Source: an optimization exercise on an open RTL-to-GDS flow (aim: small area). Production flows keep margins and buffers that such runs may drop.
Function was checked by simulation only, so behaviour that the tests miss may differ from the original.
Power figures rest on the tool's default switching activity, not on a simulated workload. The clock port is modelled as an ideal driver; clocking choices that lean on that would not hold on a real chip.

==> design/flow/design.v <==
module hb_frame_decoder #(
    parameter NUM_PIXELS = 32,
    parameter CAP        = 3 * NUM_PIXELS,
    parameter AW         = (CAP > 1) ? $clog2(CAP) : 1
) (
    input  wire          clk,
    input  wire          rst,
    input  wire          in_valid,
    input  wire [7:0]    in_data,
    output wire          in_ready,
    output reg           evt_valid,
    output reg  [2:0]    evt_code,
    output wire [15:0]   evt_len,
    input  wire [AW-1:0] pb_rd_addr,
    output wire [7:0]    pb_rd_data,
    output wire [2:0]    dbg_state
);
    localparam [2:0] ST_WAIT_MAGIC_1  = 3'd0;
    localparam [2:0] ST_WAIT_MAGIC_2  = 3'd1;
    localparam [2:0] ST_WAIT_LENGTH_1 = 3'd2;
    localparam [2:0] ST_WAIT_LENGTH_2 = 3'd3;
    localparam [2:0] ST_WAIT_DATA     = 3'd4;
    localparam [2:0] ST_WAIT_CHECKSUM = 3'd5;
    localparam [2:0] EV_NEED_MORE    = 3'd0;
    localparam [2:0] EV_ACCEPT       = 3'd1;
    localparam [2:0] EV_ERR_RESYNC   = 3'd2;
    localparam [2:0] EV_ERR_OVERFLOW = 3'd3;
    localparam [2:0] EV_ERR_CHECKSUM = 3'd4;
    reg [2:0] st;
    reg [6:0] len;
    reg [6:0] cnt;
    reg [7:0] csum;
    assign in_ready  = ~rst;
    assign dbg_state = st;
    assign evt_len   = {9'd0, (evt_code == EV_ACCEPT) ? len : 7'd0};
    wire consume = in_valid & ~rst;
    wire s_m1 = (st == ST_WAIT_MAGIC_1);
    wire s_m2 = (st == ST_WAIT_MAGIC_2);
    wire s_l1 = (st == ST_WAIT_LENGTH_1);
    wire s_l2 = (st == ST_WAIT_LENGTH_2);
    wire s_d  = (st == ST_WAIT_DATA);
    wire s_ck = (st == ST_WAIT_CHECKSUM);
    wire [6:0] cnt_inc = cnt + 7'd1;
    wire       cnt_full = cnt[6] & cnt[5];           
    wire       hi_nz    = |in_data;
    wire       ck_ok    = (in_data == csum);
    reg [2:0] nx_st;
    reg [2:0] nx_evt;
    always @(*) begin
        nx_st  = ST_WAIT_MAGIC_1;
        nx_evt = EV_NEED_MORE;
        case (st)
            ST_WAIT_MAGIC_1:
                nx_st = (in_data == 8'hFF) ? ST_WAIT_MAGIC_2 : ST_WAIT_MAGIC_1;
            ST_WAIT_MAGIC_2:
                if (in_data == 8'hAA) nx_st = ST_WAIT_LENGTH_1;
                else                  nx_evt = EV_ERR_RESYNC;
            ST_WAIT_LENGTH_1:
                nx_st = ST_WAIT_LENGTH_2;
            ST_WAIT_LENGTH_2:
                nx_st = (hi_nz | (|csum)) ? ST_WAIT_DATA : ST_WAIT_CHECKSUM;
            ST_WAIT_DATA:
                if (cnt_full)            nx_evt = EV_ERR_OVERFLOW;
                else if (cnt_inc == len) nx_st  = ST_WAIT_CHECKSUM;
                else                     nx_st  = ST_WAIT_DATA;
            ST_WAIT_CHECKSUM:
                nx_evt = ck_ok ? EV_ACCEPT : EV_ERR_CHECKSUM;
            default: ;
        endcase
    end
    always @(posedge clk) begin
        if (rst) begin
            st        <= ST_WAIT_MAGIC_1;
            evt_valid <= 1'b0;
            evt_code  <= EV_NEED_MORE;
        end else begin
            evt_valid <= consume;
            evt_code  <= consume ? nx_evt : EV_NEED_MORE;
            if (consume)
                st <= nx_st;
        end
    end
    always @(posedge clk) begin
        if (consume) begin
            csum <= (s_l1 | s_d) ? csum + in_data : 8'd0;
            cnt  <= s_l2 ? 7'd0 : cnt_inc;
            if (s_l2)
                len <= (hi_nz | csum[7]) ? 7'd127 : csum[6:0];
        end
    end
    wire commit = consume & s_ck & ck_ok;
    reg ph;
    always @(posedge clk)
        ph <= ~ph;
    reg  [7:0] st_x [0:CAP-1];
    reg  [7:0] pb_x [0:CAP-1];
    wire [7:0] din_x = in_data ^ {8{ph}};
    genvar gi;
    generate
        for (gi = 0; gi < CAP; gi = gi + 1) begin : g_buf
            wire we = (cnt == gi);
            wire ce = commit & (gi < len);
            wire [7:0] st_d, pb_d;
            always @(posedge clk) begin
                st_x[gi] <= st_d;
                pb_x[gi] <= pb_d;
            end
            genvar bi;
            for (bi = 0; bi < 8; bi = bi + 1) begin : g_bit
                hb_inv_mux u_st (.sel(we), .sel_n(~we), .a(din_x[bi]),    .b(st_x[gi][bi]), .y(st_d[bi]));
                hb_inv_mux u_pb (.sel(ce), .sel_n(~ce), .a(st_x[gi][bi]), .b(pb_x[gi][bi]), .y(pb_d[bi]));
            end
        end
    endgenerate
    wire [7:0] rd_lo = pb_rd_addr[5] ? pb_x[{2'b01, pb_rd_addr[4:0]}] : pb_x[{2'b00, pb_rd_addr[4:0]}];
    wire [7:0] rd_x  = pb_rd_addr[6] ? pb_x[{2'b10, pb_rd_addr[4:0]}] : rd_lo;
    assign pb_rd_data = rd_x ^ {8{ph}};
endmodule
module hb_inv_mux (
    input  wire sel,
    input  wire sel_n,
    input  wire a,
    input  wire b,
    output wire y
);
    assign y = ~((b | sel) & (a | sel_n));
endmodule
==> design/flow/run.sh <==
#!/bin/bash
# synth_recipe.tcl (not shown) runs the flow's synth.tcl, then flattens the netlist and writes it again
# the make line also repeats each setting of config.mk as NAME=value (left out here)
make -C /OpenROAD-flow-scripts/flow DESIGN_CONFIG=/design/flow/config.mk WORK_HOME=/design/flow/orfs CLKGATE_MAP_FILE= SYNTH_SCRIPT=/design/flow/synth_recipe.tcl finish
==> design/flow/config.mk <==
export PLATFORM = sky130hd
export DESIGN_NAME = hb_frame_decoder
export DESIGN_NICKNAME = hb_frame_decoder
export VERILOG_FILES = /design/flow/design.v
export SDC_FILE = /design/flow/constraint.sdc
export NUM_CORES = 4
export LEC_CHECK = 0
export CAP_MARGIN = 20
export CORE_MARGIN = 2
export CORE_UTILIZATION = 60
export SLEW_MARGIN = 20
export SYNTH_HIERARCHICAL = 1
export SYNTH_MINIMUM_KEEP_SIZE = 0
==> design/flow/constraint.sdc <==
create_clock -name core_clock -period 15.0 [get_ports {clk}]
set_input_delay 3.0000 -clock core_clock [delete_from_list [all_inputs] [get_ports {clk}]]
set_output_delay 3.0000 -clock core_clock [all_outputs]
set_load 0.01 [all_outputs]
==> out/qor.csv, run 1 <==
stage,metric,value,unit
outcome,status,no timing/DRC/antenna violations,
setup_path,crit path max fanout,35,
sta,worst setup margin,4150,ps
floorplanning,IO Count,50,
power,Pwr Total,8.99,mW
synth,Synth Cell Area,50300,um2
cells_and_area,"most common cell after layout, fill and taps aside",o22ai_1,
clock_tree,cts hold-fix bufs,0,
synth,"Avg Cell Area, Syn",10.7,um2
drt,Post-DRT Antenna Nets,0,
drt,detail-routed via count per cell,7.48,
cells_and_area,"commonest cells after routing, fill and taps aside","o22ai_1, dfxtp_1, inv_1",
global_route,gr ovfl total,0,
floorplanning,core box area,83400,um2
clock_tree,CTS tree,done,
synth,Synth Register Bits,1566,
drt,drt wl/cell,36.1,um
sta,"Setup violations, final",0,
cells_and_area,nets,4879,
global_route,vias in the first global route,41748,
global_route,total track usage,49.4,%
clock_tree,post-CTS sizing,0,
setup_path,Worst setup EP type,primary output,
sta,actual slew at the worst max-slew pin,1260,ps
global_route,initial antenna violation count,22,
floorplanning,die height,294,um
power,P_leak,23.1,nW
setup_path,crit path kind,input port to primary output,
placed_design,dpl hpwl,151,mm
synth,sequential-to-total area share from yosys stat,62.7,%
global_route,largest net degree at the start of global routing,56,
setup_path,Critical Path AT,7850,ps
clock_tree,clock slew seen by the registers of the worst setup and hold paths,60,ps
sta,max-slew violation count,0,
clock_tree,Clock Path Buffers,3,
sta,Slew HR,14.6,%
synth,ys async rst share,0,%
cells_and_area,post-route cell area,57700,um2
synth,yosys warns,11,
sta,"Hold Vio Cnt, Final",0,
floorplanning,row count,106,
placed_design,Area after DPL,52400,um2
clock_tree,clk root buf,clkbuf_16,
power,Cell Pwr Density,156,nW/um2
synth,Cells after Synth,4709,
clock_tree,clk sink count,1566,
sta,Final min period,10850,ps
placed_design,GPL Wtd Cong,1.09,
sta,total negative slack,0,ps
clock_tree,H-tree depth,4,
floorplanning,chip width,294,um
synth,Synth cell types,77,
placed_design,post-place setup slack,4490,ps
setup_path,Startpoint Class,input port,
sta,RSZ-0062 raised after global routing,no,
run,max-cap viol count,0,
cells_and_area,Fill cells,6189,
clock_tree,CTS buffer count,148,
cells_and_area,share of cells above drive strength 1,8.61,%
drt,drt first pass iters,7,
sta,final period utilization,72.3,%
drt,DRC,0,
floorplanning,Starting Density,60.3,%
drt,DRT iter0 DRCs,7539,
drt,via count,45357,
sta,achievable frequency,92.1,MHz
drt,total wire length,219,mm
sta,Fin Clk Skew,21.5,ps
cells_and_area,Layout area overhead,14.6,%
power,maximum VDD drop,0.128,mV
clock_tree,Worst-Skew Late Latency,780,ps
floorplanning,die area,86200,um2
synth,number of synthesized flops with an enable pin,22,
clock_tree,setup repair bufs after CTS,0,
placed_design,Port Buf Inserts,40,
setup_path,"Req. time, crit path",12000,ps
global_route,first-pass GRT wire length,304,mm
worst_hold_path,worst min path class,register to register,
synth,"Top FF cell, synth",dfxtp_1,
cell families (layout without fill, tap and decap cells):
logic type,after synthesis,after routing,share of synthesized area [%]
flops,1566,1566,62.7
mux,2,2,0.0398
simple gates,752,752,7.94
compound gates,1981,1981,25.4
xor+xnor,33,33,0.574
fa+ha+maj,12,12,0.313
other cells,1,23,0.00745
buf+inv,362,616,2.98
flip-flops by register name, indices dropped and copies added, names as in the netlist:
register	flops
evt_valid	1
st_x	768
st	3
ph	1
evt_code	3
len	7
csum	8
pb_x	768
cnt	7
worst max-delay path: stages:
cell and delay [ps]:
clkdlybuf4s50_1 450, buf_4 370, nand2b_1 470, nor2_2 250, buf_4 260, a2111oi_0 700, nand4_1 250, o31ai_1 930
a32o_1 390, xnor2_1 170, clkdlybuf4s50_1 580
modules after synthesis, one instance, submodules excluded:
module,cells inside,flops+latches
hb_frame_decoder,3173,1566
hb_inv_mux,1,0
routing by layer:
layer / track usage (%) / wire length, um
met5: 0 / 125
met4: 35.9 / 19200
met3: 17.3 / 31400
met2: 68.9 / 87900
met1: 63.4 / 80200
cell type report:
| cell class | instances | area, um2 | area share (%) |
|---|---|---|---|
| timing repair buffer | 161 | 1310 | 2.27 |
| antenna | 14 | 35.0 | 0.0607 |
| tap | 1080 | 1350 | 2.34 |
| clock inverter | 50 | 738 | 1.28 |
| multi-input combinational | 2789 | 17600 | 30.4 |
| clock buffer | 222 | 4450 | 7.71 |
| inverter | 183 | 687 | 1.19 |
| sequential | 1566 | 31600 | 54.7 |
cell usage after synthesis, types with 13 or more instances:
| master | number | area, um2 |
|---|---|---|
| dfxtp_1 | 1544 | 30900 |
| o22ai_1 | 1544 | 9660 |
| inv_1 | 180 | 676 |
| and3_1 | 177 | 1110 |
| a22oi_1 | 176 | 1320 |
| nand2_1 | 174 | 653 |
| clkbuf_1 | 119 | 447 |
| nand3_1 | 109 | 546 |
| nor2_1 | 88 | 330 |
| o21ai_0 | 62 | 310 |
| a21oi_1 | 57 | 285 |
| nand4_1 | 55 | 344 |
| a2111oi_0 | 51 | 447 |
| buf_2 | 36 | 180 |
| and2_1 | 25 | 156 |
| edfxtp_1 | 22 | 661 |
| a221oi_1 | 20 | 175 |
| nor3_1 | 20 | 100 |
| xnor2_1 | 19 | 166 |
| buf_4 | 14 | 105 |
| xor2_1 | 14 | 123 |
| nand3b_1 | 13 | 97.6 |
where the power goes:
part	leakage, nW	switching, mW	total [mW]	internal, mW
Combinational	6.48	0.226	0.403	0.176
Clock	2.55	1.63	3.97	2.34
Sequential	14.1	0.165	4.63	4.46
Total	23.1	2.02	8.99	6.97
stage by stage:
| stage | hold WS [ps] | utilization, % | instances |
|---|---|---|---|
| final | 424 | 69.2 | 6065 |
| after CTS | 424 | 69.1 | 6048 |
| after global placement | 414 | 62.8 | 5775 |
| after detailed placement | 423 | 62.9 | 5776 |
| after floorplan | 412 | - | 4717 |
| after global routing | 431 | 69.1 | 6054 |
path summary, 6_finish.rpt:
kind,startpoint,to,slack [ps],cells past startpoint
min,st_x[23][0],pb_x[23][0],420,1
max,pb_rd_addr[4],pb_rd_data[4],4150,11
min reg2reg,st_x[23][0],pb_x[23][0],420,1
max reg2reg,csum[2],pb_x[44][2],9770,13
==> run 2, diff against run 1 <==
--- a/design/flow/design.v
+++ b/design/flow/design.v
@@ -112,8 +112,26 @@
             end
         end
     endgenerate
-    wire [7:0] rd_lo = pb_rd_addr[5] ? pb_x[{2'b01, pb_rd_addr[4:0]}] : pb_x[{2'b00, pb_rd_addr[4:0]}];
-    wire [7:0] rd_x  = pb_rd_addr[6] ? pb_x[{2'b10, pb_rd_addr[4:0]}] : rd_lo;
+    wire [CAP-1:0] rsel;
+    generate
+        for (gi = 0; gi < CAP; gi = gi + 1) begin : g_rsel
+            assign rsel[gi] = (pb_rd_addr == gi);
+        end
+    endgenerate
+    wire [7:0] rd_x;
+    generate
+        for (gi = 0; gi < 8; gi = gi + 1) begin : g_rbit
+            wire [CAP/3-1:0] t_n;
+            genvar k;
+            for (k = 0; k < CAP/3; k = k + 1) begin : g_t
+                hb_aoi222 u (.a1(rsel[3*k]),   .a2(pb_x[3*k][gi]),
+                             .b1(rsel[3*k+1]), .b2(pb_x[3*k+1][gi]),
+                             .c1(rsel[3*k+2]), .c2(pb_x[3*k+2][gi]),
+                             .y(t_n[k]));
+            end
+            assign rd_x[gi] = ~&t_n;
+        end
+    endgenerate
     assign pb_rd_data = rd_x ^ {8{ph}};
 endmodule
 module hb_inv_mux (
@@ -125,3 +143,9 @@
 );
     assign y = ~((b | sel) & (a | sel_n));
 endmodule
+module hb_aoi222 (
+    input  wire a1, a2, b1, b2, c1, c2,
+    output wire y
+);
+    assign y = ~((a1 & a2) | (b1 & b2) | (c1 & c2));
+endmodule
--- a/design/flow/config.mk
+++ b/design/flow/config.mk
@@ -8,6 +8,9 @@
 export CAP_MARGIN = 20
 export CORE_MARGIN = 2
 export CORE_UTILIZATION = 60
+export CTS_BUF_LIST = sky130_fd_sc_hd__clkbuf_16
+export CTS_CLUSTER_DIAMETER = 60
+export CTS_CLUSTER_SIZE = 28
 export SLEW_MARGIN = 20
 export SYNTH_HIERARCHICAL = 1
 export SYNTH_MINIMUM_KEEP_SIZE = 0
==> run 2 against run 1 <==
- still clean on timing, DRC and antenna
- final area fell by 6.3%
- area after synthesis is 2.8% lower
- register-to-register slack better by 90 ps
- synthesized cell count shrank 7.3%
- power down 13%
- setup slack worse by 64 ps
- first-iteration DRC count shrank 8.1%
- die area shrank 2.8%
- count of clock-buffer cells in the layout shrank 129
- sequential share of layout area up 3.7 points
- core utilization is 2.2 points lower
- non-clock buffer count shrank 78
==> out/qor.csv, run 2 <==
stage,metric,value,unit
synth,share of the synthesized area in the top cell type,63.2,%
power,Pwr Total,7.82,mW
global_route,first-pass GRT wire length,252,mm
global_route,vias in the first global route,37017,
setup_path,crit path buf inv count,2,
sta,total negative slack,0,ps
global_route,initial antenna violation count,6,
clock_tree,clk root buf,clkbuf_16,
cells_and_area,"Core Util, Final",67.0,%
placed_design,post-place setup slack,4630,ps
drt,Metal-1 WL,71.9,mm
sta,achievable frequency,91.6,MHz
clock_tree,CTS tree,done,
synth,sequential-to-total area share from yosys stat,64.5,%
setup_path,Worst setup EP type,primary output,
drt,top routing layer in use,met5,
setup_path,slowest cell delay on critical path,1010,ps
drt,total wire length,176,mm
synth,"Avg Cell Area, Syn",11.2,um2
cells_and_area,Largest regs,"pb_x: 768 flops, st_x: 768 flops, csum: 8 flops",
run,max-cap viol count,0,
sta,worst setup margin,4080,ps
synth,ys async rst share,0,%
clock_tree,H-tree depth,3,
sta,Slew HR,15.0,%
sta,Final min period,10920,ps
power,clock power share,36.6,%
synth,Synth Register Bits,1566,
placed_design,Port Buf Inserts,40,
synth,synth cell count leaders,"dfxtp_1, o22ai_1, a222oi_1, nor2_1, nand2_1",
sta,max-slew violation count,0,
sta,final period utilization,72.8,%
outcome,status,no timing/DRC/antenna violations,
cells_and_area,Layout area overhead,10.4,%
worst_hold_path,worst min path class,register to register,
synth,Synth Cell Area,48900,um2
floorplanning,Starting Density,60.7,%
synth,most frequent cell after synthesis,dfxtp_1,
sta,"Setup violations, final",0,
setup_path,crit path kind,input port to primary output,
clock_tree,CTS buffer count,90,
synth,leading area contributor after synthesis,dfxtp_1,
drt,DRC,0,
synth,yosys warns,11,
drt,via count,41279,
cells_and_area,"most common cell after layout, fill and taps aside",dfxtp_1,
drt,drt first pass iters,11,
floorplanning,core box area,80700,um2
setup_path,Startpoint Class,input port,
floorplanning,row count,104,
sta,Fin Clk Skew,35.3,ps
placed_design,Placed Cells,5418,
power,switching share of power,24.4,%
floorplanning,die area,83900,um2
global_route,largest net degree at the start of global routing,97,
setup_path,crit path max fanout,8,
setup_path,critical-path cell list,clkdlybuf4s50_1 -> nor2b_1 -> nand2_1 -> nor2_1 -> a222oi_1 -> nand4_1 -> nor4_1 -> nand2_1 -> xnor2_1 -> clkdlybuf4s50_1,
power,Cell Pwr Density,145,nW/um2
cells_and_area,share of cells above drive strength 1,6.29,%
setup_path,internal reg-to-reg setup slack,9860,ps
drt,drt wl/cell,31.6,um
placed_design,Area after DPL,50700,um2
drt,WL met2,72.5,mm
power,P_leak,20.1,nW
floorplanning,IO Count,50,
clock_tree,Worst-Skew Late Latency,690,ps
synth,number of synthesized flops with an enable pin,22,
cells_and_area,nets,4482,
sta,actual slew at the worst max-slew pin,1260,ps
drt,DRT iter0 DRCs,6929,
setup_path,Critical Path AT,7920,ps
global_route,total track usage,40.6,%
setup_path,Top delay family on crit path,simple AND/OR/NAND/NOR gates,
floorplanning,die height,290,um
global_route,gr ovfl total,0,
power,P_sw,1.91,mW
synth,Synth area leaders,"dfxtp_1, o22ai_1, a222oi_1, edfxtp_1, nor2_1",
clock_tree,clk sink count,1566,
power,Comb power frac,4.3,%
clock_tree,post-CTS sizing,0,
drt,met3 WL post-DR,21.2,mm
setup_path,Critical-path top delay cell,nor4_1,
sta,RSZ-0062 raised after global routing,no,
synth,"Top FF cell, synth",dfxtp_1,
placed_design,dpl hpwl,117,mm
power,register share of total power,59.0,%
power,maximum VDD drop,0.138,mV
drt,detail-routed via count per cell,7.39,
clock_tree,clock slew seen by the registers of the worst setup and hold paths,100,ps
sta,"Hold Vio Cnt, Final",0,
cells_and_area,post-route cell area,54000,um2
setup_path,"Req. time, crit path",12000,ps
clock_tree,cts hold-fix bufs,0,
floorplanning,chip width,290,um
cells_and_area,"commonest cells after routing, fill and taps aside","dfxtp_1, o22ai_1, a222oi_1",
cells_and_area,Fill cells,6377,
cells_and_area,Final Non-Filler Cells,5583,
synth,Synth cell types,64,
clock_tree,setup repair bufs after CTS,0,
synth,Cells after Synth,4363,
drt,Post-DRT Antenna Nets,0,
placed_design,GPL Wtd Cong,0.992,
clock_tree,Clock Path Buffers,3,
power,internal power,5.91,mW
sta,Hold Slack,422,ps
run 2: cell types whose count changed in the layout (fill, tap and decap cells not counted), sizes merged, moves of 12 or more:
cell | before | now
a2111oi | 53 | 0
bufinv | 16 | 3
a221oi | 20 | 1
nand3b | 15 | 3
buf | 122 | 43
clkbuf | 222 | 93
and3 | 177 | 11
nand2 | 176 | 145
o21ai | 65 | 94
nand4 | 55 | 68
nand3 | 110 | 11
a22oi | 176 | 1
nor2 | 99 | 170
a222oi | 6 | 256
run 2: cells by family (layout without fill, tap and decap cells):
group / Yosys count / in the layout / synth area share, %
AOI/OAI and AO/OA: 1976 / 1976 / 27.2
xor gates and xnor gates: 30 / 30 / 0.552
adders and majority gates: 12 / 12 / 0.322
buffers and inverters: 245 / 391 / 2.14
DFF: 1566 / 1566 / 64.5
muxes: 1 / 1 / 0.0205
other: 1 / 15 / 0.00766
and+or+nand+nor: 532 / 532 / 5.24
run 2: worst paths after layout:
path,from,cells past startpoint,endpoint
max,pb_rd_addr[1],10,pb_rd_data[5]
min,st_x[62][5],1,pb_x[62][5]
max reg2reg,csum[5],9,pb_x[75][4]
min reg2reg,st_x[62][5],1,pb_x[62][5]
run 2: layout make-up:
class,instances,area [um2],area share (%)
Sequential cell,1566,31600,58.4
Multi-Input combinational cell,2560,16500,30.6
Clock buffer,93,2330,4.31
Tap cell,1060,1330,2.45
Clock inverter,64,956,1.77
Timing Repair Buffer,83,743,1.38
Inverter,151,567,1.05
Antenna cell,6,15.0,0.0278
run 2: power groups by stage:
stage          clock network [mW]  logic [mW]  registers (mW)
5_1_grt                      3.03       0.357            4.65
2_1_floorplan                   0       0.239            4.66
3_5_place_dp                    0       0.328            4.70
6_report                     2.87       0.339            4.62
3_3_place_gp                    0       0.314            4.70
4_1_cts                      2.87       0.329            4.61
run 2: modules after synthesis (local to each module, per instance):
module / times used / cells / flip-flops and latches
hb_aoi222: 256 / 1 / 0
hb_frame_decoder: 1 / 2571 / 1566
hb_inv_mux: 1536 / 1 / 0
run 2: per-layer routing:
metal / vias up / track usage, %
li1: 18008 / -
met1: 20134 / 57.7
met2: 2625 / 57.6
met3: 508 / 8.72
met4: 4 / 22.5
met5: - / 0
==> run 3, diff against run 2 <==
--- a/design/flow/config.mk
+++ b/design/flow/config.mk
@@ -9,8 +9,8 @@
 export CORE_MARGIN = 2
 export CORE_UTILIZATION = 60
 export CTS_BUF_LIST = sky130_fd_sc_hd__clkbuf_16
-export CTS_CLUSTER_DIAMETER = 60
-export CTS_CLUSTER_SIZE = 28
+export CTS_CLUSTER_DIAMETER = 50
+export CTS_CLUSTER_SIZE = 22
 export SLEW_MARGIN = 20
 export SYNTH_HIERARCHICAL = 1
 export SYNTH_MINIMUM_KEEP_SIZE = 0
==> run 3 against run 2 <==
- core utilization grew 1.5 points
- flip-flop and latch count unchanged
- synthesized cell count is the same
- fmax grew 0.39%
- hold slack worse by 11 ps
- sequential power barely moved
- combinational power about the same
- highest routed layer unchanged
- setup slack improved by 42 ps
- still clean on timing, DRC and antenna
==> out/qor.csv, run 3 <==
stage,metric,value,unit
synth,leading area contributor after synthesis,dfxtp_1,
placed_design,GPL Wtd Cong,0.992,
clock_tree,post-CTS sizing,0,
clock_tree,Worst-Skew Late Latency,760,ps
clock_tree,cts hold-fix bufs,0,
floorplanning,chip width,290,um
synth,"Top FF cell, synth",dfxtp_1,
cells_and_area,Layout area overhead,12.9,%
synth,Synth cell types,64,
setup_path,critical-path cell list,clkdlybuf4s50_1 -> nor2b_1 -> nand2_1 -> nor2_1 -> a222oi_1 -> nand4_1 -> nor4_1 -> nand2_1 -> xnor2_1 -> clkdlybuf4s50_1,
worst_hold_path,worst min path class,register to register,
floorplanning,row count,104,
setup_path,WP depth,10,
synth,number of synthesized flops with an enable pin,22,
global_route,total track usage,41.1,%
setup_path,crit path kind,input port to primary output,
synth,Synth Cell Area,48900,um2
drt,total wire length,177,mm
power,P_leak,20.7,nW
floorplanning,die area,83900,um2
clock_tree,Clock Path Buffers,3,
sta,total negative slack,0,ps
setup_path,"Req. time, crit path",12000,ps
floorplanning,die height,290,um
cells_and_area,nets,4521,
drt,Post-DRT Antenna Nets,0,
setup_path,internal reg-to-reg setup slack,9900,ps
cells_and_area,share of cells above drive strength 1,7.49,%
sta,RSZ-0062 raised after global routing,no,
sta,Final min period,10870,ps
drt,DRT iter0 DRCs,6540,
drt,detail-routed via count per cell,7.36,
synth,Synth area leaders,"dfxtp_1, o22ai_1, a222oi_1, edfxtp_1, nor2_1",
synth,Synth Register Bits,1566,
clock_tree,CTS tree,done,
worst_hold_path,Hold Path Cell Cnt,1,
clock_tree,clk root buf,clkbuf_16,
setup_path,Critical Path AT,7870,ps
power,Cell Pwr Density,154,nW/um2
clock_tree,setup repair bufs after CTS,0,
synth,"Avg Cell Area, Syn",11.2,um2
floorplanning,core box area,80700,um2
placed_design,dpl hpwl,117,mm
global_route,gr ovfl total,0,
sta,Slew HR,14.8,%
drt,via count,41659,
outcome,status,no timing/DRC/antenna violations,
sta,max-slew violation count,0,
sta,"Hold Vio Cnt, Final",0,
synth,most frequent cell after synthesis,dfxtp_1,
drt,DRC,0,
setup_path,Top delay family on crit path,simple AND/OR/NAND/NOR gates,
setup_path,reg-to-reg startpoint,csum[5],
drt,drt first pass iters,9,
synth,share of the synthesized area in the top cell type,63.2,%
synth,sequential-to-total area share from yosys stat,64.5,%
cells_and_area,post-route cell area,55200,um2
clock_tree,H-tree depth,4,
global_route,busiest grt layer,met2,
global_route,GR Layer Usage met1,57.2,%
setup_path,critical path startpoint,pb_rd_addr[1],
sta,"Setup violations, final",0,
sta,achievable frequency,92.0,MHz
setup_path,FF-to-FF path depth,9,
setup_path,crit path max fanout,8,
clock_tree,clk sink count,1566,
floorplanning,IO Count,50,
power,maximum VDD drop,0.138,mV
setup_path,Critical-path top delay cell,nor4_1,
global_route,met2 usage,58.0,%
synth,Cells after Synth,4363,
worst_hold_path,hold path start,st_x[45][0],
clock_tree,CTS buffer count,130,
clock_tree,clock slew seen by the registers of the worst setup and hold paths,80,ps
cells_and_area,Largest regs,"pb_x: 768 flops, st_x: 768 flops, csum: 8 flops",
worst_hold_path,hold path endpoint,pb_x[45][0],
placed_design,Area after DPL,50700,um2
synth,synth cell count leaders,"dfxtp_1, o22ai_1, a222oi_1, nor2_1, nand2_1",
cells_and_area,"most common cell after layout, fill and taps aside",dfxtp_1,
synth,yosys warns,11,
setup_path,Startpoint Class,input port,
sta,final period utilization,72.5,%
setup_path,Worst setup EP type,primary output,
global_route,first-pass GRT wire length,254,mm
synth,ys async rst share,0,%
floorplanning,Starting Density,60.7,%
placed_design,Port Buf Inserts,40,
setup_path,RR Endpoint,pb_x[75][4],
sta,actual slew at the worst max-slew pin,1280,ps
cells_and_area,"commonest cells after routing, fill and taps aside","dfxtp_1, o22ai_1, a222oi_1",
setup_path,crit path buf inv count,2,
global_route,largest net degree at the start of global routing,97,
drt,drt wl/cell,31.3,um
global_route,initial antenna violation count,7,
global_route,vias in the first global route,37771,
run,max-cap viol count,0,
setup_path,slowest cell delay on critical path,1110,ps
sta,Fin Clk Skew,37.0,ps
global_route,grt met3 use,10.6,%
## run 3: kinds of logic after synthesis
family	Yosys count	share of synthesized area (%)
AO/OA/AOI/OAI	1976	27.2
XOR/XNOR	30	0.552
adder cells (fa/ha/maj)	12	0.322
buffers and inverters	245	2.14
flip-flops	1566	64.5
multiplexers	1	0.0205
other	1	0.00766
AND/OR/NAND/NOR	532	5.24
## run 3: final cells by class
class,instances,area [um2]
multi-input combinational,2560,16500
timing repair buffer,82,738
inverter,151,567
fill,6217,25400
clock inverter,100,1140
antenna,9,22.5
tap,1060,1330
clock buffer,133,3330
sequential,1566,31600
## run 3: per-module statistics from Yosys, one instance, submodules excluded
module            times used  flip-flops and latches  cells  cell area [um2]
hb_aoi222                256                       0      1             10.0
hb_frame_decoder           1                    1566   2571            36800
hb_inv_mux              1536                       0      1             6.26
## run 3: layer usage
metal  vias to the layer above  part of all wire [%]  wire length [um]
li1                      18140                     -                 -
met1                     20165                    40             71600
met2                      2821                    41             73000
met3                       531                    12             22100
met4                         2                   6.1             10800
met5                         -                0.0051                 9
## run 3: power by group
| part | internal (mW) | switching [mW] |
|---|---|---|
| sequential | 4.46 | 0.162 |
| clock | 1.89 | 1.66 |
| combinational | 0.164 | 0.175 |
| total | 6.51 | 1.99 |
## run 3: worst max-delay path by stage
stage | slack, ps | end
after floorplan | 7130 | pb_rd_data[0]
after global placement | 4600 | pb_rd_data[6]
after detailed placement | 4630 | pb_rd_data[6]
after CTS | 4600 | pb_rd_data[6]
after global routing | 4210 | pb_rd_data[5]
final | 4130 | pb_rd_data[5]
## run 3: per-stage QoR
| step | total power, mW | util, % | instances | hold WS (ps) | setup slack, ps |
|---|---|---|---|---|---|
| 2_1_floorplan | 4.90 | - | 4371 | 412 | 7130 |
| 3_3_place_gp | 5.01 | 62.9 | 5418 | 416 | 4600 |
| 3_5_place_dp | 5.03 | 62.9 | 5418 | 423 | 4630 |
| 4_1_cts | 8.49 | 68.4 | 5651 | 417 | 4600 |
| 5_1_grt | 8.73 | 68.4 | 5652 | 428 | 4210 |
| 6_report | 8.50 | 68.5 | 5661 | 411 | 4130 |
==> run 4, diff against run 3 <==
==> design/flow/flow/run.sh (new file) <==
#!/bin/bash
# Standard layout, with three changes: the clock tree uses larger sink
# clusters and no dummy loads, ports are buffered with buf_1, and gates
# off the critical paths are downsized after global routing.
set -euo pipefail
export CTS_ARGS="-sink_clustering_enable -repair_clock_nets -sink_clustering_size 32 -sink_clustering_max_diameter 50 -buf_list sky130_fd_sc_hd__clkbuf_16 -dont_use_dummy_load"
export BUFFER_PORTS_ARGS="-buffer_cell sky130_fd_sc_hd__buf_1"
export RECOVER_POWER=100
bash standard.sh > standard.log 2>&1
==> design/flow/standard.sh (new file) <==
#!/bin/bash
# synth_recipe.tcl (not shown) runs the flow's synth.tcl, then flattens the netlist and writes it again
# the make line also repeats each setting of config.mk as NAME=value (left out here)
make -C /OpenROAD-flow-scripts/flow DESIGN_CONFIG=/design/flow/config.mk WORK_HOME=/design/flow/orfs CLKGATE_MAP_FILE= SYNTH_SCRIPT=/design/flow/synth_recipe.tcl "${@:-finish}"
==> design/flow/config.mk (replaced) <==
export PLATFORM = sky130hd
export DESIGN_NAME = hb_frame_decoder
export DESIGN_NICKNAME = hb_frame_decoder
export VERILOG_FILES = /design/flow/design.v
export SDC_FILE = /design/flow/constraint.sdc
export NUM_CORES = 4
export LEC_CHECK = 0
export CAP_MARGIN = 20
export CORE_MARGIN = 2
export CORE_UTILIZATION = 70
export SLEW_MARGIN = 20
export SYNTH_HIERARCHICAL = 1
export SYNTH_MINIMUM_KEEP_SIZE = 0
removed: design/flow/run.sh
==> run 4 against run 3 <==
- final area is 4.5% lower
- combinational power hardly changed
- the layout now fails its checks (capacitance limit, slew limit)
- power is 12% lower
- flip-flop and latch count stayed put
- fmax is 2.6% higher
- clock power is 28% lower
- critical path type is now input port to register
- via count is 1.6% higher
- global-route usage is 5.7 points higher
==> out/qor.csv, run 4 <==
stage,metric,value,unit
outcome,status,"complete, but fails checks",
outcome,Layout Check Fails,"capacitance limit, slew limit",
worst_hold_path,hold path start,st_x[75][4],
setup_path,crit path kind,input port to register,
setup_path,crit path buf inv count,3,
clock_tree,clk root buf,clkbuf_16,
power,Cell Pwr Density,142,nW/um2
global_route,GR Layer Usage met1,58.9,%
placed_design,GPL Wtd Cong,1.05,
setup_path,slowest cell delay on critical path,1770,ps
sta,total negative slack,0,ps
drt,DRT iter0 DRCs,7197,
sta,"Hold Vio Cnt, Final",0,
cells_and_area,Sequential Area,31600,um2
sta,Final min period,10600,ps
run,max-cap viol count,25,
setup_path,Critical Path AT,11180,ps
global_route,total track usage,46.8,%
floorplanning,chip width,268,um
drt,detail-routed via count per cell,7.82,
global_route,first-pass GRT wire length,250,mm
sta,Fin Clk Skew,78.3,ps
synth,ys async rst share,0,%
global_route,vias in the first global route,39031,
clock_tree,Clock Path Buffers,3,
drt,drt first pass iters,13,
sta,max-slew violation count,973,
synth,Synth Register Bits,1566,
floorplanning,row count,96,
placed_design,Placed Cells,5293,
placed_design,dpl hpwl,115,mm
worst_hold_path,worst min path class,register to register,
setup_path,Top delay family on crit path,buffers and inverters,
setup_path,internal reg-to-reg setup slack,6400,ps
sta,actual slew at the worst max-slew pin,5320,ps
global_route,busiest grt layer,met2,
cells_and_area,Fill cells,4613,
setup_path,RR Endpoint,st_x[66][1],
drt,Post-DRT Antenna Nets,0,
drt,total wire length,173,mm
synth,Synth Cell Area,48900,um2
synth,Synth cell types,64,
global_route,grt met3 use,15.8,%
synth,most frequent cell after synthesis,dfxtp_1,
global_route,largest net degree at the start of global routing,62,
setup_path,Startpoint Class,input port,
floorplanning,die height,268,um
clock_tree,H-tree depth,3,
power,maximum VDD drop,0.143,mV
worst_hold_path,hold path endpoint,pb_x[75][4],
setup_path,crit path max fanout,41,
setup_path,"Req. time, crit path",15580,ps
sta,"Setup violations, final",0,
clock_tree,post-CTS sizing,0,
synth,yosys warns,11,
setup_path,crit-path most repeated cell,clkbuf_1,
synth,leading area contributor after synthesis,dfxtp_1,
clock_tree,clock slew seen by the registers of the worst setup and hold paths,100,ps
placed_design,Area after DPL,50300,um2
setup_path,critical-path cell list,clkbuf_1 -> ha_1 -> nor4_1 -> and3_1 -> and3_2 -> clkbuf_1 -> nand2_1 -> inv_1 -> o21ai_0 -> o22ai_1,
cells_and_area,"most common cell after layout, fill and taps aside",dfxtp_1,
cells_and_area,Multi-input gate area,16400,um2
clock_tree,Worst-Skew Late Latency,690,ps
drt,via count,42325,
setup_path,Critical-path top delay cell,clkbuf_1,
global_route,met2 usage,68.4,%
setup_path,FF-to-FF path depth,5,
synth,Synth area leaders,"dfxtp_1, o22ai_1, a222oi_1, edfxtp_1, nor2_1",
clock_tree,setup repair bufs after CTS,0,
sta,Hold Slack,407,ps
global_route,gr ovfl total,0,
cells_and_area,Layout area overhead,7.79,%
global_route,initial antenna violation count,13,
cells_and_area,"commonest cells after routing, fill and taps aside","dfxtp_1, o22ai_1, a222oi_1",
setup_path,Worst setup EP type,register,
worst_hold_path,Hold Path Cell Cnt,1,
clock_tree,cts hold-fix bufs,0,
synth,"Top FF cell, synth",dfxtp_1,
clock_tree,CTS tree,done,
synth,Cells after Synth,4363,
floorplanning,die area,72000,um2
clock_tree,clk sink count,1566,
cells_and_area,Largest regs,"pb_x: 768 flops, st_x: 768 flops, csum: 8 flops",
cells_and_area,nets,4499,
cells_and_area,"Core Util, Final",76.5,%
floorplanning,IO Count,50,
floorplanning,Starting Density,71.0,%
setup_path,reg-to-reg startpoint,ph,
sta,RSZ-0062 raised after global routing,no,
sta,achievable frequency,94.3,MHz
sta,Slew HR,-254,%
cells_and_area,share of cells above drive strength 1,3.38,%
drt,DRC,0,
sta,final period utilization,70.7,%
placed_design,Port Buf Inserts,40,
synth,sequential-to-total area share from yosys stat,64.5,%
floorplanning,core box area,68900,um2
synth,synth cell count leaders,"dfxtp_1, o22ai_1, a222oi_1, nor2_1, nand2_1",
power,P_leak,19.7,nW
synth,share of the synthesized area in the top cell type,63.2,%
drt,drt wl/cell,32.0,um
cells_and_area,post-route cell area,52700,um2
synth,"Avg Cell Area, Syn",11.2,um2
clock_tree,CTS buffer count,105,
cells_and_area,Final Non-Filler Cells,5411,
synth,number of synthesized flops with an enable pin,22,
==> run 4: cell counts after synthesis <==
Identical to the previous run, type by type.
==> run 4: per-stage QoR <==
stage	power [mW]	setup slack, ps
after floorplan	4.90	7130
after global placement	5.00	5540
after detailed placement	5.03	5500
after CTS	7.47	5500
after global routing	7.68	4600
final	7.52	4400
==> run 4: worst reg2reg max path, delay by kind of cell, from the launching register on <==
kind,cells,cell delay (ps)
flip-flops,1,310
buffers and inverters,3,7340
XOR/XNOR,1,160
AO/OA/AOI/OAI,1,450
==> run 4: per-module statistics from Yosys (local to each module, per instance) <==
module / flip-flops and latches / cells inside
hb_inv_mux: 0 / 1
hb_frame_decoder: 1566 / 2571
hb_aoi222: 0 / 1
==> run 4: where the power goes <==
part	total (mW)	internal (mW)	leakage [nW]	switching, mW
logic	0.339	0.160	4.32	0.179
clock network	2.55	1.23	1.29	1.31
registers	4.63	4.46	14.1	0.171
==> run 4: layout make-up <==
| cell class | count | area share (%) |
|---|---|---|
| inverter | 151 | 1.07 |
| sequential | 1566 | 59.9 |
| multi-input combinational | 2560 | 31.1 |
| clock buffer | 105 | 4.98 |
| antenna | 13 | 0.0617 |
| timing repair buffer | 85 | 0.740 |
| tap | 931 | 2.21 |
==> run 4: cell families (layout without fill, tap and decap cells) <==
family	Yosys count	count (layout)	synth area share [%]
compound gates	1976	1976	27.2
flops	1566	1566	64.5
simple gates	532	532	5.24
buf+inv	245	341	2.14
xor+xnor	30	30	0.552
fa+ha+maj	12	12	0.322
other cells	1	22	0.00766
mux	1	1	0.0205
==> run 4: worst max path at each step <==
stage	from	to	slack (ps)	cells after the start
after floorplan	pb_rd_addr[4]	pb_rd_data[0]	7130	9
after global routing	in_data[5]	pb_x[78][5]	4600	10
after CTS	pb_rd_addr[1]	pb_rd_data[0]	5500	10
after detailed placement	pb_rd_addr[1]	pb_rd_data[0]	5500	10
final	in_data[5]	pb_x[67][4]	4400	10
after global placement	pb_rd_addr[0]	pb_rd_data[0]	5540	10
==> run 4: routing by layer <==
metal  part of all wire [%]  wire length (um)
met3                     15             25300
met2                     42             72200
met1                     35             61300
met5                  0.083               143
met4                    8.1             14000
==> run 5, diff against run 4 <==
==> design/flow/flow/run.sh (replaced) <==
#!/bin/bash
# Standard layout, with three changes: the clock tree uses larger sink
# clusters and no dummy loads, ports are buffered with buf_1, and gates
# off the critical paths are downsized after global routing.
set -euo pipefail
export CTS_ARGS="-sink_clustering_enable -repair_clock_nets -sink_clustering_size 28 -sink_clustering_max_diameter 60 -buf_list sky130_fd_sc_hd__clkbuf_16 -dont_use_dummy_load"
export BUFFER_PORTS_ARGS="-buffer_cell sky130_fd_sc_hd__buf_1"
export RECOVER_POWER=100
bash standard.sh > standard.log 2>&1
--- a/design/flow/config.mk
+++ b/design/flow/config.mk
@@ -7,7 +7,7 @@
 export LEC_CHECK = 0
 export CAP_MARGIN = 20
 export CORE_MARGIN = 2
-export CORE_UTILIZATION = 70
+export CORE_UTILIZATION = 60
 export SLEW_MARGIN = 20
 export SYNTH_HIERARCHICAL = 1
 export SYNTH_MINIMUM_KEEP_SIZE = 0
==> run 5 against run 4 <==
- the layout still fails its checks (capacitance limit, slew limit)
- setup slack worse by 840 ps
- hold slack lost 30 ps
- sequential power is essentially flat
- count of clock-buffer cells in the layout decreased by 17
- core utilization decreased by 12 points
- final area fell by 0.60%
- power shrank 3.0%
- clock power shrank 8.6%
- routed wire length up 1.7%
- via count shrank 3.6%
- critical path type unchanged
- highest routed layer unchanged
==> out/qor.csv, run 5 <==
stage,metric,value,unit
synth,Synth Register Bits,1566,
power,Comb power frac,4.6,%
drt,total wire length,176,mm
placed_design,Area after DPL,50500,um2
synth,"Avg Cell Area, Syn",11.2,um2
setup_path,"Req. time, crit path",15580,ps
cells_and_area,post-route cell area,52400,um2
clock_tree,setup repair bufs after CTS,0,
drt,DRT iter0 DRCs,7253,
floorplanning,Starting Density,60.7,%
global_route,total track usage,40.6,%
sta,"Hold Vio Cnt, Final",0,
synth,synth cell count leaders,"dfxtp_1, o22ai_1, a222oi_1, nor2_1, nand2_1",
drt,detail-routed via count per cell,7.41,
clock_tree,Clock Path Buffers,3,
synth,Cells after Synth,4363,
drt,drt wl/cell,31.9,um
clock_tree,CTS buffer count,88,
sta,Slew HR,-469,%
synth,"Top FF cell, synth",dfxtp_1,
placed_design,Placed Cells,5416,
placed_design,GPL Wtd Cong,1.02,
sta,Hold Slack,377,ps
global_route,first-pass GRT wire length,251,mm
drt,DRC,0,
placed_design,dpl hpwl,118,mm
cells_and_area,Layout area overhead,7.14,%
synth,number of synthesized flops with an enable pin,22,
synth,leading area contributor after synthesis,dfxtp_1,
floorplanning,row count,104,
setup_path,Startpoint Class,input port,
sta,worst setup margin,3550,ps
clock_tree,H-tree depth,3,
sta,final period utilization,76.3,%
sta,achievable frequency,87.3,MHz
floorplanning,die height,290,um
synth,Synth area leaders,"dfxtp_1, o22ai_1, a222oi_1, edfxtp_1, nor2_1",
power,switching share of power,22.3,%
placed_design,Port Buf Inserts,40,
global_route,initial antenna violation count,7,
floorplanning,core box area,80700,um2
synth,sequential-to-total area share from yosys stat,64.5,%
setup_path,Worst setup EP type,register,
floorplanning,IO Count,50,
cells_and_area,Fill cells,6519,
power,clock power share,32.0,%
clock_tree,Worst-Skew Late Latency,700,ps
cells_and_area,"Core Util, Final",65.0,%
sta,actual slew at the worst max-slew pin,8530,ps
sta,"Setup violations, final",0,
sta,Final min period,11450,ps
cells_and_area,"most common cell after layout, fill and taps aside",dfxtp_1,
sta,RSZ-0062 raised after global routing,no,
global_route,largest net degree at the start of global routing,97,
cells_and_area,"commonest cells after routing, fill and taps aside","dfxtp_1, o22ai_1, a222oi_1",
clock_tree,clk sink count,1566,
sta,total negative slack,0,ps
power,P_sw,1.62,mW
clock_tree,cts hold-fix bufs,0,
clock_tree,clock slew seen by the registers of the worst setup and hold paths,100,ps
cells_and_area,Largest regs,"pb_x: 768 flops, st_x: 768 flops, csum: 8 flops",
worst_hold_path,worst min path class,register to register,
synth,yosys warns,11,
drt,Post-DRT Antenna Nets,0,
floorplanning,die area,83900,um2
outcome,status,"complete, but fails checks",
sta,max-slew violation count,1004,
power,maximum VDD drop,0.120,mV
outcome,Layout Check Fails,"capacitance limit, slew limit",
setup_path,Critical Path AT,12030,ps
synth,Synth cell types,64,
cells_and_area,nets,4477,
power,register share of total power,63.4,%
global_route,vias in the first global route,36805,
clock_tree,post-CTS sizing,0,
clock_tree,CTS tree,done,
drt,drt first pass iters,11,
placed_design,post-place setup slack,5390,ps
power,P_leak,19.5,nW
global_route,gr ovfl total,0,
power,Pwr Total,7.29,mW
drt,via count,40812,
setup_path,crit path kind,input port to register,
synth,share of the synthesized area in the top cell type,63.2,%
sta,Fin Clk Skew,80.8,ps
cells_and_area,Final Non-Filler Cells,5510,
run,max-cap viol count,23,
synth,ys async rst share,0,%
setup_path,crit path max fanout,34,
synth,Synth Cell Area,48900,um2
power,Cell Pwr Density,139,nW/um2
floorplanning,chip width,290,um
synth,most frequent cell after synthesis,dfxtp_1,
cells_and_area,share of cells above drive strength 1,2.92,%
power,internal power,5.66,mW
clock_tree,clk root buf,clkbuf_16,
==> run 5: cell counts after synthesis <==
Identical to the previous run, type by type.
==> run 5: layout make-up <==
type                    count  area, um2  share of cell area, %
diodes                      5       12.5                 0.0239
well taps                1060       1330                   2.53
inverters                 151        567                   1.08
flip-flops and latches   1566      31600                   60.2
multi-input cells        2560      16400                   31.2
repair buffers             80        379                  0.723
clock buffers              88       2200                   4.20
==> run 5: worst paths after layout <==
path                 endpoint         from  slack, ps  cells after the start
setup / recovery  pb_x[20][2]   in_data[5]       3550                      9
setup reg to reg  pb_x[20][2]      csum[5]       5880                      8
hold / removal    pb_x[56][2]  st_x[56][2]        380                      1
hold reg to reg   pb_x[56][2]  st_x[56][2]        380                      1
==> run 5: cells by family after synthesis <==
logic type | Yosys count | share of synthesized area [%]
other | 1 | 0.00766
adders and majority gates | 12 | 0.322
AOI/OAI and AO/OA | 1976 | 27.2
and+or+nand+nor | 532 | 5.24
buffers and inverters | 245 | 2.14
DFF | 1566 | 64.5
xor gates and xnor gates | 30 | 0.552
muxes | 1 | 0.0205
==> run 5: power groups by stage <==
stage	sequential [mW]	combinational, mW	clock, mW
2_1_floorplan	4.66	0.239	0
3_3_place_gp	4.70	0.310	0
3_5_place_dp	4.71	0.325	0
4_1_cts	4.61	0.325	2.33
5_1_grt	4.65	0.355	2.47
6_report	4.62	0.334	2.33
==> run 5: critical path, cell delays in order <==
cell and delay (ps):
clkbuf_1 400, ha_1 380, nor4_1 250, and3_1 310, and3_1 1580, o21ai_0 2900
inv_1 2040, o21ai_0 820, o22ai_1 310
==> run 5: per-layer routing <==
metal  global-route usage [%]  up-vias  wire (um)
met3                     10.6      480      21900
met4                     19.8        6      10100
met1                     56.9    19882      71200
met5                        0        -         36
met2                     58.3     2535      72600
li1                         -    17909          -
==> run 5: Yosys stat by module, one instance, submodules excluded <==
| module | copies in the design | flops+latches | area (um2) |
|---|---|---|---|
| hb_frame_decoder | 1 | 1566 | 36800 |
| hb_aoi222 | 256 | 0 | 10.0 |
| hb_inv_mux | 1536 | 0 | 6.26 |
==> run 6, diff against run 5 <==
==> design/flow/flow/run.sh (replaced) <==
#!/bin/bash
# Standard layout, with two changes: the clock tree uses larger sink
# clusters and no dummy loads, and ports are buffered with buf_1.
set -euo pipefail
export CTS_ARGS="-sink_clustering_enable -repair_clock_nets -sink_clustering_size 33 -sink_clustering_max_diameter 90 -buf_list sky130_fd_sc_hd__clkbuf_16 -dont_use_dummy_load"
export BUFFER_PORTS_ARGS="-buffer_cell sky130_fd_sc_hd__buf_1"
bash standard.sh > standard.log 2>&1
==> run 6 against run 5 <==
- now clean on timing, DRC and antenna
- area after synthesis is the same
- combinational power about the same
- routed wire length down 0.46%
- fmax is 13% higher
- power shrank 6.1%
- hold slack better by 2.8 ps
- global-route usage is 0.30 points lower
- sequential share of layout area increased by 0.57 points
- critical path depth grew 1
- non-clock buffer count increased by 1
- flip-flop and latch count unchanged
- highest routed layer unchanged
==> out/qor.csv, run 6 <==
stage,metric,value,unit
outcome,status,no timing/DRC/antenna violations,
setup_path,Startpoint Class,input port,
drt,DRC,0,
sta,"Setup violations, final",0,
worst_hold_path,worst min path class,register to register,
setup_path,FF-to-FF path depth,8,
drt,drt wl/cell,31.9,um
sta,achievable frequency,98.3,MHz
sta,max-slew violation count,0,
cells_and_area,"most common cell after layout, fill and taps aside",dfxtp_1,
floorplanning,row count,104,
clock_tree,cts hold-fix bufs,0,
power,register share of total power,67.5,%
run,max-cap viol count,0,
synth,Synth Cell Area,48900,um2
synth,share of the synthesized area in the top cell type,63.2,%
floorplanning,chip width,290,um
synth,Cells after Synth,4363,
setup_path,CP Capture Point,pb_rd_data[3],
synth,leading area contributor after synthesis,dfxtp_1,
cells_and_area,share of cells above drive strength 1,4.15,%
clock_tree,H-tree depth,2,
cells_and_area,nets,4446,
synth,Synth Register Bits,1566,
power,P_sw,1.55,mW
synth,"Avg Cell Area, Syn",11.2,um2
global_route,initial antenna violation count,10,
drt,detail-routed via count per cell,7.45,
setup_path,critical-path cell list,buf_1 -> nor2_1 -> nand2_1 -> nor2_1 -> a222oi_1 -> nand4_1 -> nor4_1 -> nand2_1 -> xnor2_1 -> buf_1,
power,maximum VDD drop,0.132,mV
global_route,gr ovfl total,0,
clock_tree,clk sink count,1566,
setup_path,RR Endpoint,pb_x[75][1],
synth,Synth area leaders,"dfxtp_1, o22ai_1, a222oi_1, edfxtp_1, nor2_1",
cells_and_area,Largest regs,"pb_x: 768 flops, st_x: 768 flops, csum: 8 flops",
floorplanning,IO Count,50,
global_route,vias in the first global route,36403,
clock_tree,setup repair bufs after CTS,0,
sta,RSZ-0062 raised after global routing,no,
setup_path,WP depth,10,
sta,Slew HR,14.8,%
cells_and_area,"commonest cells after routing, fill and taps aside","dfxtp_1, o22ai_1, a222oi_1",
setup_path,Worst setup EP type,primary output,
power,P_leak,19.1,nW
synth,ys async rst share,0,%
clock_tree,CTS tree,done,
clock_tree,Worst-Skew Late Latency,700,ps
power,switching share of power,22.6,%
sta,Fin Clk Skew,60.5,ps
setup_path,Critical-path top delay cell,nor4_1,
setup_path,"Req. time, crit path",12000,ps
placed_design,Port Buf Inserts,40,
worst_hold_path,hold path start,st_x[30][6],
clock_tree,CTS buffer count,56,
placed_design,GPL Wtd Cong,1.02,
cells_and_area,Layout area overhead,6.13,%
floorplanning,die height,290,um
placed_design,post-place setup slack,5390,ps
setup_path,reg-to-reg startpoint,csum[5],
global_route,total track usage,40.3,%
clock_tree,post-CTS sizing,0,
drt,drt first pass iters,17,
clock_tree,Clock Path Buffers,3,
synth,Synth cell types,64,
drt,Post-DRT Antenna Nets,0,
floorplanning,core box area,80700,um2
synth,"Top FF cell, synth",dfxtp_1,
setup_path,critical path startpoint,pb_rd_addr[1],
synth,sequential-to-total area share from yosys stat,64.5,%
worst_hold_path,Hold Path Cell Cnt,1,
power,Cell Pwr Density,132,nW/um2
placed_design,dpl hpwl,118,mm
sta,final period utilization,67.8,%
setup_path,crit path kind,input port to primary output,
synth,most frequent cell after synthesis,dfxtp_1,
sta,total negative slack,0,ps
setup_path,crit path max fanout,8,
setup_path,Top delay family on crit path,simple AND/OR/NAND/NOR gates,
setup_path,internal reg-to-reg setup slack,10370,ps
synth,number of synthesized flops with an enable pin,22,
power,clock power share,27.6,%
setup_path,slowest cell delay on critical path,1110,ps
global_route,first-pass GRT wire length,249,mm
sta,actual slew at the worst max-slew pin,1270,ps
synth,yosys warns,11,
drt,via count,40811,
clock_tree,clock slew seen by the registers of the worst setup and hold paths,110,ps
setup_path,Critical Path AT,7170,ps
drt,total wire length,175,mm
clock_tree,clk root buf,clkbuf_16,
global_route,largest net degree at the start of global routing,97,
sta,Final min period,10170,ps
setup_path,crit path buf inv count,2,
synth,synth cell count leaders,"dfxtp_1, o22ai_1, a222oi_1, nor2_1, nand2_1",
power,Comb power frac,4.9,%
sta,"Hold Vio Cnt, Final",0,
sta,worst setup margin,4830,ps
power,internal power,5.29,mW
floorplanning,die area,83900,um2
drt,DRT iter0 DRCs,6941,
floorplanning,Starting Density,60.7,%
[run 6: worst min path at each step]
stage | end | slack, ps
after floorplan | pb_x[0][0] | 410
final | pb_x[30][6] | 380
after CTS | pb_x[30][6] | 380
after global placement | pb_x[37][3] | 420
after detailed placement | pb_x[28][1] | 420
after global routing | pb_x[85][1] | 380
[run 6: metrics by stage]
stage          area, um2  std cells  hold WS (ps)  util, %  total power [mW]
3_3_place_gp       50500       5416           416     62.6              5.01
6_report           51900       5481           380     64.4              6.84
2_1_floorplan      49000       4371           412        -              4.90
3_5_place_dp       50500       5416           422     62.6              5.03
4_1_cts            51900       5472           380     64.3              6.82
5_1_grt            51900       5475           384     64.4              7.02
[run 6: cells by family (layout without fill, tap and decap cells)]
kind of cell    after synthesis  after routing  share of synthesized area, %
buf+inv                     245            288                          2.14
other cells                   1             16                       0.00766
flops                      1566           1566                          64.5
fa+ha+maj                    12             12                         0.322
mux                           1              1                        0.0205
xor+xnor                     30             30                         0.552
simple gates                532            532                          5.24
compound gates             1976           1976                          27.2
[run 6: power by group through the flow]
| stage | clock network [mW] | registers, mW | logic, mW |
|---|---|---|---|
| after floorplan | 0 | 4.66 | 0.239 |
| after global placement | 0 | 4.70 | 0.310 |
| after detailed placement | 0 | 4.71 | 0.325 |
| after CTS | 1.88 | 4.61 | 0.325 |
| after global routing | 2.02 | 4.65 | 0.355 |
| final | 1.89 | 4.62 | 0.335 |
[run 6: cell type report]
cell class	instances	area [um2]
sequential	1566	31600
fill	6550	28700
multi-input combinational	2560	16500
clock buffer	56	1400
tap	1060	1330
inverter	151	567
timing repair buffer	81	523
antenna	7	17.5
[run 6: modules after synthesis, one instance, submodules excluded]
module,flip-flops and latches,times used
hb_aoi222,0,256
hb_frame_decoder,1566,1
hb_inv_mux,0,1536
[run 6: worst reg2reg max path, cell delays in order (launching register included)]
cell and delay, ps:
edfxtp_1 470, ha_1 380, nor4_1 250, and3_1 320
and3_4 780, nand2_4 540, inv_2 870, o21ai_0 670
o22ai_1 250
[run 6: metal layers]
| metal | wire length (um) | GRT usage (%) | up-vias |
|---|---|---|---|
| li1 | - | - | 17836 |
| met1 | 71100 | 57.4 | 19896 |
| met2 | 72200 | 57.7 | 2563 |
| met3 | 21700 | 9.33 | 502 |
| met4 | 9970 | 19.5 | 14 |
| met5 | 101 | 0.511 | - |
==> run 7, diff against run 6 <==
==> design/flow/flow/run.sh (replaced) <==
#!/bin/bash
# Standard layout, with two changes: the clock tree uses larger sink
# clusters and no dummy loads, and ports are buffered with buf_1.
set -euo pipefail
export CTS_ARGS="-sink_clustering_enable -repair_clock_nets -sink_clustering_size 28 -sink_clustering_max_diameter 80 -buf_list sky130_fd_sc_hd__clkbuf_16 -dont_use_dummy_load"
export BUFFER_PORTS_ARGS="-buffer_cell sky130_fd_sc_hd__buf_1"
bash standard.sh > standard.log 2>&1
==> run 7 against run 6 <==
- non-clock buffer count is 2 lower
- setup slack gained 110 ps
- global-route usage rose by 0.20 points
- first-iteration DRC count fell by 3.8%
- combinational power barely moved
- via count is 0.10% lower
- sequential power hardly changed
- count of clock-buffer cells in the layout up 12
- power up 2.5%
- flip-flop and latch count did not move
- area after synthesis stayed put
- largest cell class unchanged
==> out/qor.csv, run 7 <==
stage,metric,value,unit
outcome,status,no timing/DRC/antenna violations,
placed_design,Placed Cells,5416,
synth,"Top FF cell, synth",dfxtp_1,
placed_design,dpl hpwl,118,mm
setup_path,Top delay family on crit path,simple AND/OR/NAND/NOR gates,
clock_tree,setup repair bufs after CTS,0,
clock_tree,clock slew seen by the registers of the worst setup and hold paths,100,ps
power,Pwr Total,7.01,mW
cells_and_area,nets,4456,
global_route,first-pass GRT wire length,250,mm
global_route,total track usage,40.5,%
sta,RSZ-0062 raised after global routing,no,
clock_tree,clk sink count,1566,
drt,DRT iter0 DRCs,6674,
setup_path,reg-to-reg startpoint,csum[5],
cells_and_area,Sequential Area,31600,um2
sta,Final min period,10060,ps
setup_path,RR Endpoint,pb_x[72][0],
synth,sequential-to-total area share from yosys stat,64.5,%
global_route,initial antenna violation count,11,
sta,"Setup violations, final",0,
synth,Synth cell types,64,
cells_and_area,Largest regs,"pb_x: 768 flops, st_x: 768 flops, csum: 8 flops",
sta,Slew HR,13.7,%
floorplanning,core box area,80700,um2
synth,xor and xnor area share after synthesis,0.552,%
floorplanning,Starting Density,60.7,%
floorplanning,chip width,290,um
cells_and_area,Layout area overhead,6.65,%
setup_path,Worst setup EP type,primary output,
drt,detail-routed via count per cell,7.43,
drt,total wire length,175,mm
sta,total negative slack,0,ps
setup_path,crit path kind,input port to primary output,
sta,max-slew violation count,0,
drt,via count,40769,
clock_tree,cts hold-fix bufs,0,
sta,final period utilization,67.1,%
synth,most frequent cell after synthesis,dfxtp_1,
setup_path,FF-to-FF path depth,8,
synth,ys async rst share,0,%
cells_and_area,share of cells above drive strength 1,4.39,%
clock_tree,H-tree depth,3,
synth,mux contribution to synthesized area,0.0205,%
drt,Post-DRT Antenna Nets,0,
clock_tree,Worst-Skew Late Latency,680,ps
synth,number of synthesized flops with an enable pin,22,
synth,Synth Cell Area,48900,um2
floorplanning,die height,290,um
setup_path,WP depth,10,
setup_path,Critical-path top delay cell,nor4_1,
drt,DRC,0,
sta,"Hold Vio Cnt, Final",0,
placed_design,Port Buf Inserts,40,
setup_path,Critical Path AT,7060,ps
setup_path,crit path buf inv count,2,
cells_and_area,Multi-input gate area,16500,um2
synth,Synth area leaders,"dfxtp_1, o22ai_1, a222oi_1, edfxtp_1, nor2_1",
synth,Synth Register Bits,1566,
setup_path,critical-path cell list,buf_1 -> nor2_1 -> nand2_1 -> nor2_1 -> a222oi_1 -> nand4_1 -> nor4_1 -> nand2_1 -> xnor2_1 -> buf_1,
sta,actual slew at the worst max-slew pin,1280,ps
global_route,largest net degree at the start of global routing,97,
setup_path,Startpoint Class,input port,
setup_path,"Req. time, crit path",12000,ps
run,max-cap viol count,0,
synth,post-synthesis compound-gate area fraction,27.2,%
setup_path,slowest cell delay on critical path,1050,ps
synth,Synth Area in Adders,0.322,%
global_route,vias in the first global route,36677,
floorplanning,IO Count,50,
sta,Fin Clk Skew,65.5,ps
synth,share of the synthesized area in the top cell type,63.2,%
synth,synth cell count leaders,"dfxtp_1, o22ai_1, a222oi_1, nor2_1, nand2_1",
worst_hold_path,hold path start,st_x[85][0],
floorplanning,row count,104,
cells_and_area,Final Non-Filler Cells,5487,
clock_tree,CTS buffer count,68,
sta,Hold Slack,406,ps
synth,yosys warns,11,
power,Cell Pwr Density,134,nW/um2
worst_hold_path,worst min path class,register to register,
power,maximum VDD drop,0.117,mV
clock_tree,post-CTS sizing,0,
global_route,gr ovfl total,0,
cells_and_area,"most common cell after layout, fill and taps aside",dfxtp_1,
synth,Cells after Synth,4363,
cells_and_area,post-route cell area,52200,um2
drt,drt first pass iters,14,
drt,drt wl/cell,31.9,um
worst_hold_path,Hold Path Cell Cnt,1,
setup_path,internal reg-to-reg setup slack,10390,ps
power,P_leak,19.3,nW
worst_hold_path,hold path endpoint,pb_x[85][0],
clock_tree,Clock Path Buffers,3,
floorplanning,die area,83900,um2
cells_and_area,"commonest cells after routing, fill and taps aside","dfxtp_1, o22ai_1, a222oi_1",
placed_design,Area after DPL,50500,um2
synth,Post-Synth Simple-Gate Area,5.24,%
setup_path,crit path max fanout,8,
cells_and_area,Fill cells,6504,
synth,largest family of logic cells by synthesized area,compound AO/OA/AOI/OAI gates,
synth,leading area contributor after synthesis,dfxtp_1,
placed_design,GPL Wtd Cong,1.02,
synth,"Avg Cell Area, Syn",11.2,um2
clock_tree,CTS tree,done,
sta,achievable frequency,99.4,MHz
clock_tree,clk root buf,clkbuf_16,
run 7: cell counts after synthesis:
Identical to the previous run, type by type.
run 7: cell type report:
| type | count | share of cell area [%] |
|---|---|---|
| diodes | 3 | 0.0144 |
| clock buffers | 68 | 3.26 |
| inverters | 151 | 1.09 |
| multi-input cells | 2560 | 31.7 |
| flip-flops and latches | 1566 | 60.5 |
| well taps | 1060 | 2.54 |
| repair buffers | 79 | 0.921 |
run 7: worst max-delay path by stage:
stage	startpoint	end	slack [ps]
detailed placement	pb_rd_addr[1]	pb_rd_data[6]	5390
global placement	pb_rd_addr[0]	pb_rd_data[5]	5380
CTS	pb_rd_addr[1]	pb_rd_data[6]	5390
global route	pb_rd_addr[1]	pb_rd_data[3]	4920
floorplan	pb_rd_addr[4]	pb_rd_data[0]	7130
finish	pb_rd_addr[1]	pb_rd_data[3]	4940
run 7: worst reg2reg max path: stages (launching register included):
cell and delay (ps):
edfxtp_1 460, ha_1 380, nor4_1 250, and3_1 320
and3_4 780, nand2_4 540, inv_2 850, o21ai_0 650
o22ai_1 280
run 7: metrics by stage:
step	setup slack [ps]	utilization, %
floorplan	7130	-
global placement	5380	62.6
detailed placement	5390	62.6
CTS	5390	64.7
global route	4920	64.7
finish	4940	64.7
run 7: layer usage:
layer	wire (um)	vias to the layer above	part of all wire, %	GRT usage [%]
met5	170	-	0.097	0
met4	10100	24	5.8	19.4
met3	21700	526	12	10.2
met2	72100	2503	41	58.2
met1	70900	19826	41	57.1
li1	-	17890	-	-
run 7: Yosys stat by module, one instance, submodules excluded:
module            cells inside  cell area [um2]  times used  flops+latches
hb_aoi222                    1             10.0         256              0
hb_frame_decoder          2571            36800           1           1566
hb_inv_mux                   1             6.26        1536              0
run 7: power breakdown:
part           switching, mW  internal [mW]  leakage, nW
clock network           1.24          0.819        0.838
registers              0.162           4.46         14.1
logic                  0.173          0.161         4.35
total                   1.58           5.44         19.3
run 7: logic make-up after synthesis:
| kind of cell | Yosys count |
|---|---|
| other cells | 1 |
| compound gates | 1976 |
| mux | 1 |
| flops | 1566 |
| simple gates | 532 |
| fa+ha+maj | 12 |
| xor+xnor | 30 |
| buf+inv | 245 |

separate check: timing with driven ports:
The flow's constraints put no driver on any port. The routed layouts listed below were extracted and timed again, unchanged, in two steps. Step 1 assumes that a clkbuf_16 drives the clock port and a buf_2 every other input. Step 2, shift: input delay + t, output delay - t, t = (earliest + latest rising clock arrival at the registers) / 2. This alone moves slack from input paths to output paths. a / b / c = no drivers / after step 1 / after step 2; a / b = the first two.
| run | t (ns) | setup slack, ns | worst register clock-pin slew, ns |
|---|---|---|---|
| run 1 | 0.846 | 4.148 / 4.124 / 4.124 | 0.08 / 0.08 |
| run 2 | 0.744 | 4.084 / 4.016 / 4.016 | 0.11 / 0.11 |
| run 3 | 0.821 | 4.126 / 4.058 / 4.058 | 0.09 / 0.09 |
| run 4 | 0.729 | 4.396 / 4.432 / 3.703 | 0.11 / 0.11 |
| run 5 | 0.730 | 3.551 / 3.595 / 2.866 | 0.11 / 0.11 |
| run 6 | 0.738 | 4.827 / 4.753 / 4.753 | 0.12 / 0.12 |
| run 7 | 0.721 | 4.936 / 4.852 / 4.852 | 0.11 / 0.11 |
The setup slack of run 4, which loses most, moves by +0.036 ns with the drivers and by -0.693 ns with both steps.
